From an optimization exercise on the open Yosys and OpenROAD flow, aimed at small area, a short achievable clock period and few clock cycles; shortcuts taken in it are not production practice. At most, simulation tests tie the RTL to the original design; equivalence was not proved. Power figures rest on the tool's default switching activity, not on a simulated workload.

== before ==
// prb_link
module prb_link #(
    parameter PANEL_W     = 240,
    parameter PANEL_H     = 240,
    parameter LINE_W      = 160,
    parameter SRC_H       = 144,
    parameter MADCTL_INIT = 8'h00,
    parameter COLMOD_16BPP = 8'h55,
    parameter MS_CYCLES   = 8
) (
    input             clk,
    input             rst,
    input             cmd_valid,
    output            cmd_ready,
    input      [12:0] cmd_addr,
    input      [31:0] cmd_data,
    output reg        rsp_valid,
    output     [7:0]  rsp_code,
    output     [15:0] rsp_off,
    output reg        sck,
    output reg        mosi,
    output reg        dc,
    output reg        csn,
    output reg        rstn,
    output reg        bl
);
For scale: roughly 1400 flip-flops, about 80 I/O pins, about 39000 um2 of cells after synthesis.
==> flow/config.mk <==
export PLATFORM = sky130hd
export DESIGN_NAME = prb_link
export DESIGN_NICKNAME = prb_link
export VERILOG_FILES = /design/flow/design.v
export SDC_FILE = /design/flow/constraint.sdc
export NUM_CORES = 4
export LEC_CHECK = 0
export CAP_MARGIN = 20
export CORE_MARGIN = 2
export CORE_UTILIZATION = 65
export PLACE_DENSITY = 0.75
export SLEW_MARGIN = 20
==> flow/constraint.sdc <==
create_clock -name core_clock -period 8.0 [get_ports {clk}]
set_input_delay 1.6000 -clock core_clock [delete_from_list [all_inputs] [get_ports {clk}]]
set_output_delay 1.6000 -clock core_clock [all_outputs]
set_load 0.01 [all_outputs]
standard.sh (not shown) runs the stock make flow with config.mk's settings and CLKGATE_MAP_FILE= SYNTH_SCRIPT=/design/flow/synth_recipe.tcl, a recipe that flattens the netlist after the stock synthesis.
==> flow/flow/run.sh <==
#!/bin/bash
# The standard layout (the standard.sh) with: port buffers of buf_4 cells
# instead of the slow delay buffers buffer_ports picks by default; timing
# repair aiming at 5 ns of setup slack; larger clock-tree sink clusters and
# no dummy clock loads.
set -euo pipefail
bash standard.sh \
  BUFFER_PORTS_ARGS="-buffer_cell sky130_fd_sc_hd__buf_4" \
  SETUP_SLACK_MARGIN=5.6 \
  CTS_ARGS="-sink_clustering_enable -repair_clock_nets -sink_clustering_size 30 -sink_clustering_max_diameter 80 -dont_use_dummy_load" \
  finish > standard.log 2>&1
## Diff of input files: after against before
diff --git a/flow/design.v b/flow/design.v
--- a/flow/design.v
+++ b/flow/design.v
@@ -84,12 +84,13 @@
     reg        scv;
     reg [3:0]  nidx;
     reg        ni_v;
     reg [15:0] pcol;
     reg        pc_v;
     reg [7:0]  sh;
+    reg        hi;               
     reg [2:0]  bc;
     reg        blast;            
     reg        pfe;
     reg [1:0]  pw;
     reg [10:0] wcnt;
     reg        wz;               
@@ -276,13 +277,13 @@
         idc  <= it_dc;
         ife  <= it_fe;
         ipix <= it_pix;
         ipw  <= it_pw;
         lc_r <= lastc;
         lr_r <= lastr;
-        if (rdy) begin
+        if (rdy | ~xv) begin
             xa     <= cmd_addr;
             xd     <= cmd_data;
             xk_mis <= a_mis;
             xk_lb  <= a_lb;
             xk_pal <= a_pal;
             xk_reg <= a_reg;
@@ -294,12 +295,16 @@
             xf <= chk;
         end
         if (lb_cap)
             nidx <= lbp[3:0];
         if (pal_cap)
             pcol <= pal_port;
+        if (ld & (ik == IT_BYTE))
+            hi <= 1'b0;
+        else if (s_byte)
+            hi <= ~hi;
     end
     always @(posedge clk) begin
         if (rst) begin
             ph    <= 4'd0;
             sweep <= 1'b1;
             pal_v <= 16'h0000;
@@ -309,17 +314,15 @@
             sweep <= sweep_n;
             if (ret & xk_pal)
                 pal_v[pal_k] <= 1'b1;
             if (ret & xk_lb) begin
                 if (lb_i == lb_ok && lb_kg)
                     lb_ok <= lb_ok + 8'd1;
-                else if (lb_i < lb_ok && !lb_kg)
-                    lb_ok <= lb_i;
+                else if (!lb_kg)
+                    lb_ok <= 8'd0;
             end
-            if (scan_bad)
-                lb_ok <= roff[9:2];
             if (scan_ok)
                 lb_ok <= LINE_W;
         end
     end
     always @(posedge clk) begin
         if (rst) begin
@@ -551,13 +554,13 @@
             if (pal_cap) begin
                 ni_v <= 1'b0;
                 pc_v <= 1'b1;
             end else if (lo_ld)
                 pc_v <= 1'b0;
             if (s_byte) begin
-                if (!sck) begin
+                if (!hi) begin
                     sck   <= 1'b1;
                     csn   <= 1'b0;
                     blast <= (bc == 3'd7);
                 end else if (!blast) begin
                     sck  <= 1'b0;
                     mosi <= sh[6];
Results
In after, the share of the synthesized netlist area taken by xor and xnor gates came out 0.19 points above the value in before.
For setup slack after layout, after and before come out practically identical.
before -> after: time the final worst path needs with I/O delays and setup flat
Against before, the final cell area of after is lower.
Taking before as the reference point, the cell count of after falls by about 0.8%.
NOTE: combined global-route utilization of all metal layers in after falls short of that of before
before -> after: final-layout clock buffer total delta 0, exact match
Row global-route met1 utilization: after lower / before higher
Testbench counts of after, summed over its fixed seeds: cycles 170,644.
For before, only the layout was checked, not whether the RTL still works.


prb_link, a different RTL version from the one above (not shown whole).
For scale: about 1400 flip-flops, roughly 80 I/O pins.
export LEC_CHECK = 0
export CAP_MARGIN = 20
export CORE_MARGIN = 2
export CORE_UTILIZATION = 65
export PLACE_DENSITY = 0.75
export SLEW_MARGIN = 20
create_clock -name core_clock -period 8.0 [get_ports {clk}]
==> flow/flow/run.sh <==
#!/bin/bash
# The standard layout (the standard.sh) with:
# - port buffers of buf_4 cells instead of the slow delay buffers that
#   buffer_ports picks by default;
# - timing repair aiming at 5.3 ns of setup slack (about a 2.7 ns period);
# - larger clock-tree sink clusters and no dummy clock loads.
set -euo pipefail
bash standard.sh \
  BUFFER_PORTS_ARGS="-buffer_cell sky130_fd_sc_hd__buf_4" \
  SETUP_SLACK_MARGIN=5.3 \
  CTS_ARGS="-sink_clustering_enable -repair_clock_nets -sink_clustering_size 16 -sink_clustering_max_diameter 60 -dont_use_dummy_load -sink_clustering_buffer sky130_fd_sc_hd__clkbuf_8" \
  finish > standard.log 2>&1
Rerun with:
--- a/flow/design.v
+++ b/flow/design.v
@@ -278,26 +278,23 @@
         ik   <= it_k;
         iv   <= it_v;
         idc  <= it_dc;
         ife  <= it_fe;
         ipix <= it_pix;
         ipw  <= it_pw;
         lc_r <= lastc;
         lr_r <= lastr;
-        xa[12:10]  <= cmd_addr[12:10];
-        xa[1:0]    <= cmd_addr[1:0];
-        xd[31:16]  <= cmd_data[31:16];
-        xk_mis     <= a_mis;
-        xk_reg     <= a_reg;
         if (rdy | ~xv) begin
-            xa[9:2]    <= cmd_addr[9:2];
-            xd[15:0]   <= cmd_data[15:0];
+            xa     <= cmd_addr;
+            xd     <= cmd_data;
+            xk_mis <= a_mis;
             xk_lb  <= a_lb;
             xk_pal <= a_pal;
+            xk_reg <= a_reg;
             xk_drw <= a_drw;
             xk_op  <= a_op;
         end
         if (x_new) begin
             xg <= (chk == F_NONE);
             xf <= chk;
         end
         if (lb_cap)
@@ -441,27 +438,20 @@
                             f_h <= xd[23:16] - 8'd1; f_hb <= (xd[31:24] != 8'd0);
                             f_wz <= (xd[15:0] == 16'd0);
                             f_hz <= (xd[31:16] == 16'd0);
                         end
                         default: bl <= xd[0];  
                     endcase
                 end
             end
-            if (x_new & xk_op) begin
-                roff <= xa;
-                if (~xk_drw & (rsel == 5'h14) & (chk == F_NONE)) begin
-                    w_cs <= xd[7:0];   w_ce <= xd[7:0];
-                    w_rs <= xd[23:16]; w_re <= xd[23:16];
-                    c_inv <= 1'b0; c_rng <= 1'b0; r_inv <= 1'b0; r_rng <= 1'b0;
-                end
-            end
             if (xc & ~xg) begin
                 rsp_valid <= 1'b1;
                 rcode     <= xf;
+                roff      <= xa;
             end
             if (x_go) begin
                 s_idle <= 1'b0;
                 s_pre  <= 1'b1;
                 o_draw <= 1'b0;
                 o_fill <= 1'b0;
                 if (xk_drw) begin
                     op     <= OP_DRAW;
@@ -493,16 +483,19 @@
                             op   <= OP_INIT;
                             step <= 5'd0;
                         end
                         5'h13: begin  
                             op   <= OP_WIN;
                             step <= 5'd8;
                         end
                         5'h14: begin  
+                            w_cs <= xd[7:0];   w_ce <= xd[7:0];
+                            w_rs <= xd[23:16]; w_re <= xd[23:16];
+                            c_inv <= 1'b0; c_rng <= 1'b0; r_inv <= 1'b0; r_rng <= 1'b0;
                             op   <= OP_WIN;
                             step <= 5'd8;
                         end
                         5'h16: begin  
                             op   <= OP_PIXEL;
                             step <= 5'd24;
                         end
                         5'h1B: begin  
Outcome:
- The changed run ran to the end with no violations
- sequential share of layout area rose by 1.2 points
- cell area is lower by 0.93%
- setup slack is better by 0.13 ns
- fmax goes up by 4.5%
- count of clock-buffer cells in the layout does not change
- utilization falls by 1.1 points
- wire length decreases by 3.3%
- total power barely changes
- clock skew is lower by 0.0091 ns
- via count falls by 1.3%
- synthesized cell count came out lower by 0.38%
- die area rises by 1.1%
- hold slack gains 0.012 ns
No functional check of the RTL was part of any run of this note.


== the baseline ==
RTL: one of the versions met above, not the one the previous note started from.
Size: about 1400 flip-flops, about 80 I/O pins, roughly 0.039 sq mm of cells after synthesis.
clock: 8.0 ns
lec_check: 0
cap_margin: 20
core_margin: 2
core_utilization: 65
place_density: 0.75
slew_margin: 20
==> flow/flow/run.sh <==
#!/bin/bash
# The standard layout (the standard.sh) with: port buffers of buf_4 cells
# instead of the slow delay buffers buffer_ports picks by default; timing
# repair aiming at 5 ns of setup slack; larger clock-tree sink clusters and
# no dummy clock loads.
set -euo pipefail
bash standard.sh \
  BUFFER_PORTS_ARGS="-buffer_cell sky130_fd_sc_hd__buf_4" \
  SETUP_SLACK_MARGIN=5.3 \
  CTS_ARGS="-sink_clustering_enable -repair_clock_nets -sink_clustering_size 30 -sink_clustering_max_diameter 80 -dont_use_dummy_load" \
  finish > standard.log 2>&1
Testbench counts of the baseline, summed over its fixed seeds: cycles 170,644.
Inputs modified between the baseline and the candidate:
--- a/flow/design.v
+++ b/flow/design.v
@@ -78,25 +78,24 @@
     reg        o_draw, o_fill;
     reg [4:0]  step;
     reg [7:0]  col, row;
     reg        half;
     reg        lc_r, lr_r;       
     reg [4:0]  lbq;
     reg        scv;
     reg [3:0]  nidx;
     reg        ni_v;
     reg [15:0] pcol;
     reg        pc_v;
     reg [7:0]  sh;
-    reg        hi;               
     reg [2:0]  bc;
     reg        blast;            
     reg        pfe;
     reg [1:0]  pw;
     reg [10:0] wcnt;
     reg        wz;               
     reg [3:0]  rcode;
     reg [12:0] roff;
     reg [1:0]  ik;
     reg [7:0]  iv;
     reg        idc, ife, ipix;
     reg [1:0]  ipw;
@@ -271,64 +270,62 @@
         palr[16*15 +: 16] <= (ret & xk_pal) ? d_lo : pal_port;
     end
     always @(posedge clk) begin
         lbq  <= lbp;
         ik   <= it_k;
         iv   <= it_v;
         idc  <= it_dc;
         ife  <= it_fe;
         ipix <= it_pix;
         ipw  <= it_pw;
         lc_r <= lastc;
         lr_r <= lastr;
-        if (rdy | ~xv) begin
+        if (rdy) begin
             xa     <= cmd_addr;
             xd     <= cmd_data;
             xk_mis <= a_mis;
             xk_lb  <= a_lb;
             xk_pal <= a_pal;
             xk_reg <= a_reg;
             xk_drw <= a_drw;
             xk_op  <= a_op;
         end
         if (x_new) begin
             xg <= (chk == F_NONE);
             xf <= chk;
         end
         if (lb_cap)
             nidx <= lbp[3:0];
         if (pal_cap)
             pcol <= pal_port;
-        if (ld & (ik == IT_BYTE))
-            hi <= 1'b0;
-        else if (s_byte)
-            hi <= ~hi;
     end
     always @(posedge clk) begin
         if (rst) begin
             ph    <= 4'd0;
             sweep <= 1'b1;
             pal_v <= 16'h0000;
             lb_ok <= 8'd0;
         end else begin
             ph    <= ph_n;
             sweep <= sweep_n;
             if (ret & xk_pal)
                 pal_v[pal_k] <= 1'b1;
             if (ret & xk_lb) begin
                 if (lb_i == lb_ok && lb_kg)
                     lb_ok <= lb_ok + 8'd1;
-                else if (!lb_kg)
-                    lb_ok <= 8'd0;
+                else if (lb_i < lb_ok && !lb_kg)
+                    lb_ok <= lb_i;
             end
+            if (scan_bad)
+                lb_ok <= roff[9:2];
             if (scan_ok)
                 lb_ok <= LINE_W;
         end
     end
     always @(posedge clk) begin
         if (rst) begin
             rdy       <= 1'b0;
             xv        <= 1'b0;
             xc        <= 1'b0;
             xr        <= 1'b0;
             ret       <= 1'b0;
             s_idle    <= 1'b1;
@@ -548,25 +545,25 @@
                 end
             end
             if (lb_cap) begin
                 ni_v <= 1'b1;
                 col  <= col + 8'd1;
             end
             if (pal_cap) begin
                 ni_v <= 1'b0;
                 pc_v <= 1'b1;
             end else if (lo_ld)
                 pc_v <= 1'b0;
             if (s_byte) begin
-                if (!hi) begin
+                if (!sck) begin
                     sck   <= 1'b1;
                     csn   <= 1'b0;
                     blast <= (bc == 3'd7);
                 end else if (!blast) begin
                     sck  <= 1'b0;
                     mosi <= sh[6];
                     sh   <= {sh[6:0], 1'b0};
                     bc   <= bc + 3'd1;
                 end else begin
                     sck   <= 1'b0;
                     blast <= 1'b0;
                     if (pw != 2'd0) begin
--- outcome ---
The candidate went all the way through the flow, and no timing, DRC or antenna check failed.
Critical-path cell with the highest stage delay: sky130_fd_sc_hd__dfxtp_4 -> the candidate, sky130_fd_sc_hd__fa_2 -> the baseline
Between the candidate and the baseline, the difference in overall global routing resource usage is negligible.
Going from the baseline to the candidate, setup slack on the worst flop-to-flop path grows by 0.05 ns.
Relative to the baseline, the candidate degrades highest ir drop seen on vdd.
Relative to the baseline, the overall via count from detail_route of the candidate is higher by 0.44%.
The candidate ends up with higher via count of the first global-routing pass than the baseline does.
In terms of leakage power total, the baseline and the candidate differ only marginally.
Per the comparison of the candidate with the baseline, layout-stage area growth over the synthesis result +0.56 points; die boundary height ~0 delta; mean instance size in the synthesized netlist ~0 delta; number of cells on the critical path -7; worst setup slack -0.077 ns.
Count of multi-input combinational gates across the candidate and the baseline: no real change.
The candidate: flip-flop and latch share of the layout cell area lower than the baseline
No functional check of the RTL was part of the candidate.


prb_link, a different RTL version from the one above (not shown whole).
Size in the first run: roughly 3300 cells after synthesis, ~1400 flip-flops, roughly 0.040 sq mm of cells after synthesis.
## prb_link
module prb_link #(
    parameter PANEL_W     = 240,
    parameter PANEL_H     = 240,
    parameter LINE_W      = 160,
    parameter SRC_H       = 144,
    parameter MADCTL_INIT = 8'h00,
    parameter COLMOD_16BPP = 8'h55,
    parameter MS_CYCLES   = 8
) (
    input             clk,
    input             rst,
    input             cmd_valid,
    output            cmd_ready,
    input      [12:0] cmd_addr,
    input      [31:0] cmd_data,
    output reg        rsp_valid,
    output     [7:0]  rsp_code,
    output     [15:0] rsp_off,
    output reg        sck,
    output reg        mosi,
    output reg        dc,
    output reg        csn,
    output reg        rstn,
    output reg        bl
);
clock: 8.0 ns
lec_check: 0
cap_margin: 20
core_margin: 2
core_utilization: 65
place_density: 0.75
slew_margin: 20
==> flow/flow/run.sh <==
#!/bin/bash
# The standard layout (the standard.sh) with:
# - port buffers of buf_4 cells instead of the slow delay buffers that
#   buffer_ports picks by default;
# - timing repair aiming at 5.3 ns of setup slack (about a 2.7 ns period);
# - larger clock-tree sink clusters and no dummy clock loads.
set -euo pipefail
bash standard.sh \
  BUFFER_PORTS_ARGS="-buffer_cell sky130_fd_sc_hd__buf_4" \
  SETUP_SLACK_MARGIN=5.3 \
  CTS_ARGS="-sink_clustering_enable -repair_clock_nets -sink_clustering_size 24 -sink_clustering_max_diameter 80 -dont_use_dummy_load" \
  finish > standard.log 2>&1
Rerun with:
--- a/flow/design.v
+++ b/flow/design.v
@@ -258,21 +258,21 @@
     wire op_end  = (ld & (ik == IT_END)) | scan_bad;
     wire inc     = ret & ~s_idle;
     wire dec     = ~pz & (pb | s_idle);
     wire [7:0] pend_n = pend + {7'd0, inc} - {7'd0, dec};
     wire pz_n    = (pz & ~inc) | ((pend == 8'd1) & dec & ~inc);
     wire idle_n  = (s_idle & ~x_go) | op_end;
     wire pb_n    = (x_go | pb) & ~pz_n;
     wire drw_n   = x_go ? xk_drw : o_draw;
     wire x_cons  = ret | x_run | x_flt | (x_go & ~x_hold) | (xr & op_end);
     wire xv_n    = acc | (xv & ~x_cons);
-    wire room_n  = (pend < 8'd190);                          
+    wire room_n  = ~(pend_n[7] & pend_n[6]);                 
     wire ok_a    = (idle_n & pz_n) |
                    (~idle_n & ~pb_n & room_n & (~drw_n | (a_lb & ~x_go & (a[9:2] < col))));
     wire ok_x    = (idle_n & pz_n) |
                    (~idle_n & ~pb_n & room_n & (~drw_n | (xk_lb & ~x_go & (lb_i < col))));
     wire ret_n   = acc ? ((a_lb | a_pal) & a_al & ok_a)
                        : (xv & ~x_cons & xk_wr & (pal_k == ph_n) & ok_x);
     wire run_n   = acc ? (~a_op & ~a_lb & ~a_pal & idle_n & pz_n)
                        : (xv & ~x_cons & ~xk_op & ~xk_wr & idle_n & pz_n);
     wire done_n  = ret_n | run_n;
     wire sweep_n = sweep & (ph != 4'd15);
What happened: The changed run went through all stages and came out clean; area after synthesis is about the same; design area stays flat; cell count stays flat; sequential power barely changes; wire length goes up by 2.1%; worst hold slack is worse by 0.014 ns; setup slack got worse by 0.031 ns.
No run of this note included a check of the RTL's function; only the layout flow was run.

[static timing again, ports no longer ideal]
In the flow no input, the clock included, has a driving cell. The finished layouts below were timed again as built, in two steps.
Step 1 sets driving cells, clkbuf_16 on the clock port and buf_2 on the other inputs (assumed; they add their load-dependent delay and slew).
Step 2 adds t to the input delays and takes it off the output delays; t is the mean of the earliest and latest rising clock arrival at the registers after step 1. Input paths then give back, and output paths get back, about the clock's delay inside the block.
a / b / c = no drivers / after step 1 / after step 2; a / b = the first two.
run | t, ns | setup slack, ns | worst setup path after step 2 | worst register clock-pin slew, ns
before | 0.688 | 5.299 / 5.234 / 4.771 | input to register | 0.12 / 0.12
after | 0.679 | 5.300 / 5.236 / 4.811 | input to register | 0.12 / 0.12
the first run of note 2 | 0.667 | 5.094 / 5.094 / 4.604 | input to register | 0.11 / 0.11
the second run of note 2 | 0.673 | 5.220 / 5.220 / 4.798 | input to register | 0.11 / 0.11
the baseline | 0.698 | 5.273 / 5.244 / 4.687 | input to register | 0.11 / 0.11
the candidate | 0.718 | 5.197 / 5.129 / 4.712 | input to register | 0.12 / 0.12
the first run of note 4 | 0.668 | 5.121 / 5.158 / 4.490 | input to register | 0.11 / 0.11
the second run of note 4 | 0.679 | 5.089 / 5.113 / 4.446 | input to register | 0.10 / 0.10
After both steps every run listed still meets setup and hold. The setup slack of the second run of note 4, which loses most, moves by +0.024 ns with the drivers and by -0.643 ns with both steps.
